Context: an optimization exercise on an open-source flow, tuned for small area, a short achievable clock period and few clock cycles. The choices shown serve that exercise and are no tape-out recipe.
The RTL was checked by simulation tests, not by an equivalence proof against the original design.
No activity file was given, so power comes from the tool's default toggle rates.

==> job 1204: inputs <==
## frame_extractor
module frame_extractor (
    input  wire        clk,
    input  wire        rst,             
    input  wire        in_valid,
    output wire        in_ready,
    input  wire [31:0] in_data,
    output reg         out_valid,
    input  wire        out_ready,
    output reg         out_last,
    output reg  [4:0]  out_info,        
    output reg  [31:0] out_stored,
    output reg  [31:0] out_calc,
    output reg  [7:0]  out_type,
    output reg  [31:0] out_length,
    output wire [31:0] out_data_start,
    output reg  [31:0] out_data_end,
    output wire [31:0] out_vlq_count
);
    localparam [1:0] L_HDR   = 2'd0;
    localparam [1:0] L_RUNS  = 2'd1;
    localparam [1:0] L_BYTES = 2'd2;
    reg [1:0]  lstate;
    reg [5:0]  lrc;             
    reg [8:0]  lbc;             
    reg        lbytes;          
    reg        in_ready_q;
    reg        pend_valid;      
    reg        pend_runs_done;
    reg [8:0]  pend_L;
    reg [5:0]  pend_C;
    reg        q1_valid;        
    reg        q1_runs_done;
    reg [8:0]  q1_L;
    reg [5:0]  q1_C;
    reg [5:0]  run_acc;         
    reg [7:0]  wacc;            
    reg [31:0] memE [0:31];     
    reg [31:0] memO [0:31];     
    reg [8:0]  fifo [0:31];
    reg [5:0]  rnext;           
    reg [7:0]  rel_ptr;         
    wire       take;
    assign in_ready = in_ready_q;
    wire       acc     = in_valid & in_ready_q;
    wire       acc_hdr = acc & (lstate == L_HDR);
    wire       acc_run = acc & (lstate == L_RUNS);
    wire       acc_byt = acc & (lstate == L_BYTES);
    wire [8:0] hL      = in_data[8:0];
    wire [5:0] hC      = in_data[21:16];
    reg [1:0]  lstate_n;
    always @(*) begin
        lstate_n = lstate;
        if (acc) begin
            case (lstate)
                L_HDR:   lstate_n = (hC != 6'd0) ? L_RUNS : (hL != 9'd0) ? L_BYTES : L_HDR;
                L_RUNS:  if (lrc <= 6'd2) lstate_n = lbytes ? L_BYTES : L_HDR;
                default: if (lbc <= 9'd4) lstate_n = L_HDR;
            endcase
        end
    end
    wire [5:0] used_r = run_acc - rnext;
    wire [7:0] used_w = wacc - rel_ptr;       
    reg        ready_n;
    always @(*) begin
        case (lstate_n)
            L_HDR:   ready_n = !q1_valid && !(pend_valid && acc_hdr);
  ...
clock: 7.0 ns
lec_check: 0
cap_margin: 20
core_margin: 2
core_utilization: 40
setup_slack_margin: 3.5
slew_margin: 20
synth_memory_max_bits: 16384
run.sh (not shown) runs the stock make flow with config.mk's settings and CLKGATE_MAP_FILE= SYNTH_SCRIPT=/design/flow/synth_recipe.tcl, a recipe that flattens the netlist after the stock synthesis.
==> job 7389 (differences from job 1204) <==
--- a/flow/design.v
+++ b/flow/design.v
@@ -205,20 +205,22 @@
     reg        pre_d;           
     reg        dir1;
     reg [8:0]  drop1;
     reg        drop_is_rem_q;
     reg [8:0]  h_drop_q;
     reg [8:0]  rem_drop_q;
     reg [8:0]  p;               
     reg [9:0]  left;            
+    reg [7:0]  lq;              
     reg [31:0] w0, w1, w2, w3, w4;
     reg [2:0]  cnt;             
     reg [7:0]  ra;              
     reg [7:0]  wgap;            
+    reg        byt_d;           
     reg [7:0]  rleft;           
     reg [31:0] rq0, rq1;        
     reg        rv0, rv1;
     reg [8:0]  fstart;          
     reg [8:0]  o;               
     reg [31:0] stored;
     reg [7:0]  ftype;
     reg [31:0] vacc;            
@@ -257,24 +259,31 @@
     wire       busy = rec_pending | dec_q | hc1 | hc2;
     assign take = (xs == X_IDLE) && pend_valid && pend_runs_done &&
                   ((pend_L != 9'd0) || !rec_pending);
     wire [95:0] wtrip = {w2, w1, w0};
     wire [63:0] B     = wtrip >> {p[1:0], 3'b000};
     wire [31:0] V     = B[31:0];
     wire [7:0]  V0 = B[7:0],   V1 = B[15:8],  V2 = B[23:16], V3 = B[31:24];
     wire [7:0]  B4 = B[39:32], B5 = B[47:40], B6 = B[55:48], B7 = B[63:56];
-    wire        lft0 = !left[9] && (left[8:0] > 9'd0);
-    wire        lft1 = !left[9] && (left[8:0] > 9'd1);
-    wire        lft2 = !left[9] && (left[8:0] > 9'd2);
-    wire        lft3 = !left[9] && (left[8:0] > 9'd3);
-    wire        lft4 = !left[9] && (left[8:0] > 9'd4);
-    wire        lft5 = !left[9] && (left[8:0] > 9'd5);
-    wire        lft6 = !left[9] && (left[8:0] > 9'd6);
-    wire        lft7 = !left[9] && (left[8:0] > 9'd7);
+    function [7:0] gtf(input [9:0] x);
+        integer i;
+        begin
+            for (i = 0; i < 8; i = i + 1)
+                gtf[i] = !x[9] && (x[8:0] > i);
+        end
+    endfunction
+    wire        lft0 = lq[0];
+    wire        lft1 = lq[1];
+    wire        lft2 = lq[2];
+    wire        lft3 = lq[3];
+    wire        lft4 = lq[4];
+    wire        lft5 = lq[5];
+    wire        lft6 = lq[6];
+    wire        lft7 = lq[7];
     wire        hdr_mism  = !lft1 || (V0 != 8'h44) || (V1 != 8'h00);
     wire [9:0]  n8        = left - 10'd8;          
     wire        hdr_le    = (n8[8:7] != 2'd0) || (B7[6:0] <= n8[6:0]);
     wire [8:0]  hdr_pay   = hdr_le ? {2'b00, B7[6:0]} : n8[8:0];
     wire        hdr_pay0  = (B7[6:0] == 7'd0) || (n8 == 10'd0);
     wire        s_le     = (vacc[31:9] == 23'd0) && (vacc[8:0] <= left[8:0]);
     wire [8:0]  s_pay    = s_le ? vacc[8:0] : left[8:0];
     wire [1:0]  lead     = 2'd0 - tq;
@@ -344,28 +353,30 @@
     wire [31:0] rdE = memE[ie];
     wire [31:0] rdO = memO[ra[5:1]];
     wire       pv_dir  = !pv_have || (pv_front >= rec_left);
     wire [8:0] pv_drop = pv_dir ? rec_left : pv_front;
     task automatic jump(input [8:0] tgt, input [8:0] tleft, input [6:0] nw);
         begin
             p      <= tgt;
             left   <= {1'b0, tleft};
+            lq     <= gtf({1'b0, tleft});
             cnt    <= 3'd0;
             rv0    <= 1'b0;
             rv1    <= 1'b0;
             ra     <= bbase + {1'b0, tgt[8:2]};
-            wgap   <= (wacc - bbase - {1'b0, tgt[8:2]}) + {7'd0, acc_byt};
+            wgap   <= wacc - bbase - {1'b0, tgt[8:2]};
             rleft  <= {1'b0, nw} - {1'b0, tgt[8:2]};
         end
     endtask
     task automatic jump_pre(input [8:0] tgt, input [8:0] tleft);
         begin
             p    <= tgt;
             left <= {1'b0, tleft};
+            lq   <= gtf({1'b0, tleft});
             cnt  <= 3'd0;
         end
     endtask
     task automatic consume_run;
         begin
             runs_left <= runs_left - 6'd1;
             front     <= fifo_rd;
             rnext     <= rnext + 6'd1;
@@ -416,16 +427,17 @@
             fin1        <= 1'b0;
             fin2        <= 1'b0;
             dec_q       <= 1'b0;
             pa_v        <= 1'b0;
             hc1         <= 1'b1;
             hc2         <= 1'b1;
             hc3         <= 1'b1;
             dq1         <= 1'b0;
+            byt_d       <= 1'b0;
             pre_d       <= 1'b0;
             bbase       <= 8'd0;
             rbase       <= 6'd0;
             rnext       <= 6'd0;
             rel_ptr     <= 8'd0;
             runs_left   <= 6'd0;
             h           <= 9'd0;
             cnt         <= 3'd0;
@@ -492,21 +504,23 @@
                     3'd2:    w3 <= rq1;
                     default: w4 <= rq1;
                 endcase
             end
             cnt   <= cnt_n;
             rv0   <= (n_issue != 2'd0);
             rv1   <= n_issue[1];
             ra    <= ra + {6'd0, n_issue};
-            wgap  <= (wgap - {6'd0, n_issue}) + {7'd0, acc_byt};
+            wgap  <= wgap - {6'd0, n_issue} + {7'd0, byt_d};
+            byt_d <= acc_byt;
             rleft <= rleft - {6'd0, n_issue};
             if (step) begin
                 p    <= p_adv;
                 left <= left_adv;
+                lq   <= gtf(left_adv);
                 o    <= o_adv;
                 case (xs)
                     X_HDR: begin
                         fstart       <= p;
                         o            <= 9'd8;
                         stored       <= {lft2 ? V2 : 8'd0, lft3 ? V3 : 8'd0,
                                          lft4 ? B4 : 8'd0, lft5 ? B5 : 8'd0};
                         ftype        <= lft6 ? B6 : 8'd0;
@@ -665,18 +679,18 @@
                 end else begin
                     xs <= X_HDR;
                     jump(9'd0, pend_L, pend_words);
                 end
             end
             idle_d <= (xs == X_IDLE) && !(take && pend_L != 9'd0);
             if (pre_mism) begin
                 ra    <= ra_pre;
-                wgap  <= (wacc - bbase - {1'b0, h_drop_q[8:2]}) + {7'd0, acc_byt};
+                wgap  <= wacc - bbase - {1'b0, h_drop_q[8:2]};
                 rleft <= {1'b0, nwords} - {1'b0, h_drop_q[8:2]};
             end
             if (xs == X_IDLE && !(take && pend_L != 9'd0)) begin
                 ra   <= bbase;
-                wgap <= (wacc - bbase) + {7'd0, acc_byt};
+                wgap <= wacc - bbase;
             end
         end
     end
 endmodule
==> flow/config.mk (replaced) <==
export PLATFORM = sky130hd
export DESIGN_NAME = frame_extractor
export DESIGN_NICKNAME = frame_extractor
export VERILOG_FILES = /design/flow/design.v
export SDC_FILE = /design/flow/constraint.sdc
export NUM_CORES = 4
export LEC_CHECK = 0
export CAP_MARGIN = 20
export CORE_MARGIN = 2
export CORE_UTILIZATION = 60
export CTS_BUF_LIST = sky130_fd_sc_hd__clkbuf_8
export SETUP_SLACK_MARGIN = 3.5
export SLEW_MARGIN = 20
export SYNTH_MEMORY_MAX_BITS = 16384
==> job 1964 (differences from job 1204) <==
--- a/flow/design.v
+++ b/flow/design.v
@@ -205,35 +205,38 @@
     reg        pre_d;           
     reg        dir1;
     reg [8:0]  drop1;
     reg        drop_is_rem_q;
     reg [8:0]  h_drop_q;
     reg [8:0]  rem_drop_q;
     reg [8:0]  p;               
     reg [9:0]  left;            
+    reg [7:0]  lq;              
     reg [31:0] w0, w1, w2, w3, w4;
     reg [2:0]  cnt;             
     reg [7:0]  ra;              
     reg [7:0]  wgap;            
+    reg        byt_d;           
     reg [7:0]  rleft;           
     reg [31:0] rq0, rq1;        
     reg        rv0, rv1;
     reg [8:0]  fstart;          
     reg [8:0]  o;               
     reg [31:0] stored;
     reg [7:0]  ftype;
     reg [31:0] vacc;            
     reg [7:0]  k;               
     reg        ovf;
     reg        trunc_r;
     reg [9:0]  fs_ds;           
     reg        fin_cont;        
     reg [1:0]  tq;              
     reg        first;           
+    reg        fcross;          
     reg [8:0]  pr;              
     reg [31:0] pa;              
     reg        pa_v, pa_first;
     reg [1:0]  pa_tq;
     reg [31:0] crc;
     reg        rec_pending;     
     reg        fin1, fin2;      
     reg        dec_q;           
@@ -257,24 +260,31 @@
     wire       busy = rec_pending | dec_q | hc1 | hc2;
     assign take = (xs == X_IDLE) && pend_valid && pend_runs_done &&
                   ((pend_L != 9'd0) || !rec_pending);
     wire [95:0] wtrip = {w2, w1, w0};
     wire [63:0] B     = wtrip >> {p[1:0], 3'b000};
     wire [31:0] V     = B[31:0];
     wire [7:0]  V0 = B[7:0],   V1 = B[15:8],  V2 = B[23:16], V3 = B[31:24];
     wire [7:0]  B4 = B[39:32], B5 = B[47:40], B6 = B[55:48], B7 = B[63:56];
-    wire        lft0 = !left[9] && (left[8:0] > 9'd0);
-    wire        lft1 = !left[9] && (left[8:0] > 9'd1);
-    wire        lft2 = !left[9] && (left[8:0] > 9'd2);
-    wire        lft3 = !left[9] && (left[8:0] > 9'd3);
-    wire        lft4 = !left[9] && (left[8:0] > 9'd4);
-    wire        lft5 = !left[9] && (left[8:0] > 9'd5);
-    wire        lft6 = !left[9] && (left[8:0] > 9'd6);
-    wire        lft7 = !left[9] && (left[8:0] > 9'd7);
+    function [7:0] gtf(input [9:0] x);
+        integer i;
+        begin
+            for (i = 0; i < 8; i = i + 1)
+                gtf[i] = !x[9] && (x[8:0] > i);
+        end
+    endfunction
+    wire        lft0 = lq[0];
+    wire        lft1 = lq[1];
+    wire        lft2 = lq[2];
+    wire        lft3 = lq[3];
+    wire        lft4 = lq[4];
+    wire        lft5 = lq[5];
+    wire        lft6 = lq[6];
+    wire        lft7 = lq[7];
     wire        hdr_mism  = !lft1 || (V0 != 8'h44) || (V1 != 8'h00);
     wire [9:0]  n8        = left - 10'd8;          
     wire        hdr_le    = (n8[8:7] != 2'd0) || (B7[6:0] <= n8[6:0]);
     wire [8:0]  hdr_pay   = hdr_le ? {2'b00, B7[6:0]} : n8[8:0];
     wire        hdr_pay0  = (B7[6:0] == 7'd0) || (n8 == 10'd0);
     wire        s_le     = (vacc[31:9] == 23'd0) && (vacc[8:0] <= left[8:0]);
     wire [8:0]  s_pay    = s_le ? vacc[8:0] : left[8:0];
     wire [1:0]  lead     = 2'd0 - tq;
@@ -308,17 +318,17 @@
     wire       pay_last = (xs == X_PAY) && (pr <= 9'd4);
     wire       enough   = (xs == X_HDR && p[1:0] != 2'd0) ? (cnt >= 3'd3) : (cnt >= 3'd2);
     wire       step     = enough & ~(pay_last & rec_pending);
     reg  [1:0] nsh;
     always @(*) begin
         case (xs)
             X_HDR:   nsh = lft7 ? 2'd2 : 2'd0;
             X_VLQ:   nsh = {1'b0, lft0 && (p[1:0] == 2'd3)};
-            X_PAY:   nsh = (first && tq != 2'd0) ? {1'b0, ({1'b0, p[1:0]} + {1'b0, tq}) >= 3'd4} : 2'd1;
+            X_PAY:   nsh = first ? {1'b0, fcross} : 2'd1;
             default: nsh = 2'd0;
         endcase
     end
     wire [1:0] nshift   = step ? nsh : 2'd0;
     wire [8:0] p_adv    = p + {5'd0, adv};
     wire [9:0] left_adv = left - {6'd0, adv};
     wire [8:0] o_adv    = o + {5'd0, adv};
     wire [2:0] cnt_s = cnt - {1'b0, nshift};
@@ -335,37 +345,43 @@
     wire       restart  = mism_go || take_go;
     wire       can_rd   = restart || ((xs != X_IDLE) && (xs != X_MISM));
     wire [2:0] held     = cnt + {2'b00, rv0} + {2'b00, rv1};
     wire [2:0] space    = restart ? 3'd5 : (3'd5 - held);
     wire [1:0] n_issue  = !can_rd ? 2'd0 :
                           take_go ? (written1 ? 2'd2 : 2'd1) :
                           (avail1 && space >= 3'd2) ? 2'd2 :
                           (avail0 && space != 3'd0) ? 2'd1 : 2'd0;
+    wire [7:0] wg_b     = wgap + {7'd0, byt_d};
+    wire [7:0] rd_wgap  = n_issue[1] ? (wg_b - 8'd2) : n_issue[0] ? (wg_b - 8'd1) : wg_b;
+    wire [7:0] rd_ra    = n_issue[1] ? (ra + 8'd2) : n_issue[0] ? (ra + 8'd1) : ra;
+    wire [7:0] rd_rleft = n_issue[1] ? (rleft - 8'd2) : n_issue[0] ? (rleft - 8'd1) : rleft;
     wire [4:0] ie = ra[5:1] + {4'd0, ra[0]};
     wire [31:0] rdE = memE[ie];
     wire [31:0] rdO = memO[ra[5:1]];
     wire       pv_dir  = !pv_have || (pv_front >= rec_left);
     wire [8:0] pv_drop = pv_dir ? rec_left : pv_front;
     task automatic jump(input [8:0] tgt, input [8:0] tleft, input [6:0] nw);
         begin
             p      <= tgt;
             left   <= {1'b0, tleft};
+            lq     <= gtf({1'b0, tleft});
             cnt    <= 3'd0;
             rv0    <= 1'b0;
             rv1    <= 1'b0;
             ra     <= bbase + {1'b0, tgt[8:2]};
-            wgap   <= (wacc - bbase - {1'b0, tgt[8:2]}) + {7'd0, acc_byt};
+            wgap   <= wacc - bbase - {1'b0, tgt[8:2]};
             rleft  <= {1'b0, nw} - {1'b0, tgt[8:2]};
         end
     endtask
     task automatic jump_pre(input [8:0] tgt, input [8:0] tleft);
         begin
             p    <= tgt;
             left <= {1'b0, tleft};
+            lq   <= gtf({1'b0, tleft});
             cnt  <= 3'd0;
         end
     endtask
     task automatic consume_run;
         begin
             runs_left <= runs_left - 6'd1;
             front     <= fifo_rd;
             rnext     <= rnext + 6'd1;
@@ -416,16 +432,17 @@
             fin1        <= 1'b0;
             fin2        <= 1'b0;
             dec_q       <= 1'b0;
             pa_v        <= 1'b0;
             hc1         <= 1'b1;
             hc2         <= 1'b1;
             hc3         <= 1'b1;
             dq1         <= 1'b0;
+            byt_d       <= 1'b0;
             pre_d       <= 1'b0;
             bbase       <= 8'd0;
             rbase       <= 6'd0;
             rnext       <= 6'd0;
             rel_ptr     <= 8'd0;
             runs_left   <= 6'd0;
             h           <= 9'd0;
             cnt         <= 3'd0;
@@ -491,32 +508,36 @@
                     3'd1:    w2 <= rq1;
                     3'd2:    w3 <= rq1;
                     default: w4 <= rq1;
                 endcase
             end
             cnt   <= cnt_n;
             rv0   <= (n_issue != 2'd0);
             rv1   <= n_issue[1];
-            ra    <= ra + {6'd0, n_issue};
-            wgap  <= (wgap - {6'd0, n_issue}) + {7'd0, acc_byt};
-            rleft <= rleft - {6'd0, n_issue};
+            ra    <= rd_ra;
+            wgap  <= rd_wgap;
+            byt_d <= acc_byt;
+            rleft <= rd_rleft;
             if (step) begin
                 p    <= p_adv;
                 left <= left_adv;
+                lq   <= gtf(left_adv);
                 o    <= o_adv;
                 case (xs)
                     X_HDR: begin
                         fstart       <= p;
                         o            <= 9'd8;
                         stored       <= {lft2 ? V2 : 8'd0, lft3 ? V3 : 8'd0,
                                          lft4 ? B4 : 8'd0, lft5 ? B5 : 8'd0};
                         ftype        <= lft6 ? B6 : 8'd0;
                         ovf          <= 1'b0;
                         tq           <= hdr_pay[1:0];
+                        fcross       <= (hdr_pay[1:0] == 2'd0) ||
+                                        (({1'b0, p[1:0]} + {1'b0, hdr_pay[1:0]}) >= 3'd4);
                         first        <= 1'b1;
                         pr           <= hdr_pay;
                         if (hdr_mism) begin
                             xs <= X_MISM;
                         end else if (!lft7) begin
                             vacc     <= 32'd0;
                             k        <= 8'd0;
                             fs_ds    <= {1'b0, p} + 10'd7;
@@ -549,16 +570,18 @@
                             k    <= k + 8'd1;
                             if (!V0[7]) xs <= X_SETUP;
                         end
                     end
                     X_SETUP: begin
                         fs_ds    <= {1'b0, p};
                         trunc_r  <= !s_le;
                         tq       <= s_pay[1:0];
+                        fcross   <= (s_pay[1:0] == 2'd0) ||
+                                    (({1'b0, p[1:0]} + {1'b0, s_pay[1:0]}) >= 3'd4);
                         first    <= 1'b1;
                         pr       <= s_pay;
                         fin_cont <= 1'b1;
                         xs       <= (s_pay == 9'd0) ? X_FIN0 : X_PAY;
                     end
                     X_PAY: begin
                         pa       <= pay_word;
                         pa_v     <= 1'b1;
@@ -665,18 +688,18 @@
                 end else begin
                     xs <= X_HDR;
                     jump(9'd0, pend_L, pend_words);
                 end
             end
             idle_d <= (xs == X_IDLE) && !(take && pend_L != 9'd0);
             if (pre_mism) begin
                 ra    <= ra_pre;
-                wgap  <= (wacc - bbase - {1'b0, h_drop_q[8:2]}) + {7'd0, acc_byt};
+                wgap  <= wacc - bbase - {1'b0, h_drop_q[8:2]};
                 rleft <= {1'b0, nwords} - {1'b0, h_drop_q[8:2]};
             end
             if (xs == X_IDLE && !(take && pend_L != 9'd0)) begin
                 ra   <= bbase;
-                wgap <= (wacc - bbase) + {7'd0, acc_byt};
+                wgap <= wacc - bbase;
             end
         end
     end
 endmodule
==> flow/config.mk (replaced) <==
export PLATFORM = sky130hd
export DESIGN_NAME = frame_extractor
export DESIGN_NICKNAME = frame_extractor
export VERILOG_FILES = /design/flow/design.v
export SDC_FILE = /design/flow/constraint.sdc
export NUM_CORES = 4
export LEC_CHECK = 0
export CAP_MARGIN = 20
export CORE_MARGIN = 2
export CORE_UTILIZATION = 65
export CTS_BUF_LIST = sky130_fd_sc_hd__clkbuf_8
export SETUP_SLACK_MARGIN = 3.5
export SLEW_MARGIN = 20
export SYNTH_MEMORY_MAX_BITS = 16384
==> notes.md <==
Flip-flop and latch count, lowest first: job 1204, job 7389, job 1964. Between job 7389 and job 1204, the lower die area is in job 7389 (gap 33%, measured against job 1204). The highest critical path depth belongs to job 7389, the lowest to job 1204. The highest hold slack belongs to job 7389, the lowest to job 1964. Against job 1204, the synthesized cell count of job 7389 is lower by 1.2%. Of job 1204 and job 7389, job 7389 has the higher utilization (gap 23 points). Between job 1204 and job 7389, the lower combinational power is in job 7389 (gap about 15%, measured against job 7389). In job 1964 the wire length is higher than in job 7389, by about 2.3%. Fmax, lowest first: job 1204, job 1964, job 7389. Clock-buffer cell count: job 7389 is higher than job 1204 (123).
==> figures <==
Status: job 1204 no timing/DRC/antenna violations; job 1964 no timing/DRC/antenna violations; job 7389 no timing/DRC/antenna violations
Maximum fanout along the worst path: job 1204 16; job 1964 9; job 7389 3
Final weighted congestion in routability-driven placement: job 1204 0.901; job 1964 0.952; job 7389 0.927
Final cell count without fillers: job 1204 14,500; job 1964 13,000; job 7389 13,100
Chip Width: job 1204 599 um; job 1964 471 um; job 7389 490 um
Count of standard-cell rows: job 1204 218; job 1964 171; job 7389 178
Power Clock: job 1204 0.0180 W; job 1964 0.0153 W; job 7389 0.0152 W
Average cell area after synthesis: job 1204 16.0 um2; job 1964 15.9 um2; job 7389 16.2 um2
Post-Synth XOR/XNOR Area: job 1204 3.10%; job 1964 3.15%; job 7389 3.04%
Final net count: job 1204 9,799; job 1964 10,000; job 7389 9,880
Overall via count from detail_route: job 1204 84,300; job 1964 87,200; job 7389 85,100
Post-CTS repair timing setup buffer count: job 1204 173; job 1964 127; job 7389 195
Final std cell area, no fill: job 1204 168,000 um2; job 1964 165,000 um2; job 7389 165,000 um2
Destination of the critical timing path: job 1204 w3[0]$_DFFE_PN_; job 1964 w1[3]$_DFFE_PN_; job 7389 wgap[6]$_DFFE_PN_
Detailed placer's ending HPWL: job 1204 250 mm; job 1964 237 mm; job 7389 244 mm
Synthesized netlist cell count: job 1204 8,868; job 1964 8,918; job 7389 8,760
Worst IR drop on VDD: job 1204 0.200 mV; job 1964 0.265 mV; job 7389 0.198 mV
Area grow syn2layout: job 1204 18.5%; job 1964 15.9%; job 7389 16.5%
Switching power of the nets: job 1204 0.0104 W; job 1964 0.00994 W; job 7389 0.00992 W
Flip-flop and latch count: job 1204 3,187; job 1964 3,197; job 7389 3,196
Proportion of power drawn by flip-flops and latches: job 1204 49.7%; job 1964 53.9%; job 7389 53.7%
Worst reg-to-reg setup slack: job 1204 3.04 ns; job 1964 3.12 ns; job 7389 3.13 ns
Testbench counts of job 1204, summed over its fixed seeds: cycles 20,105.
Testbench counts of job 7389, summed over its fixed seeds: cycles 20,120.
Testbench counts of job 1964, summed over its fixed seeds: cycles 20,120.

-- afterwards: timing with drivers on the ports --
No port has a modelled driver above. Below, the same layouts with a new extraction and two added sets of constraints.
Step 1, drivers: a clkbuf_16 drives clk and a buf_2 each remaining input, both assumed.
Step 2 adds t to the input delays and takes it off the output delays; t is the mean of the earliest and latest rising clock arrival at the registers after step 1. Input paths then give back, and output paths get back, about the clock's delay inside the block.
a / b / c = ideal / step 1 / step 2; a / b = the first two.
run | t, ns | setup WS [ns] | slew at the worst register clock pin (ns) | worst slew at a driven data input, ns | cell pins on the clock port's net
job 1204 | 1.042 | 3.036 / 3.036 / 2.296 | 0.07 / 0.07 | 0.12 | 1
job 7389 | 1.120 | 3.128 / 3.128 / 2.369 | 0.07 / 0.07 | 0.13 | 1
job 1964 | 1.168 | 3.118 / 3.118 / 2.096 | 0.08 / 0.08 | 0.07 | 1
After both steps setup and hold are still met in every run listed. For job 1964, which loses most, drivers alone change the setup slack by 0.000 ns; drivers and shift together by -1.022 ns.
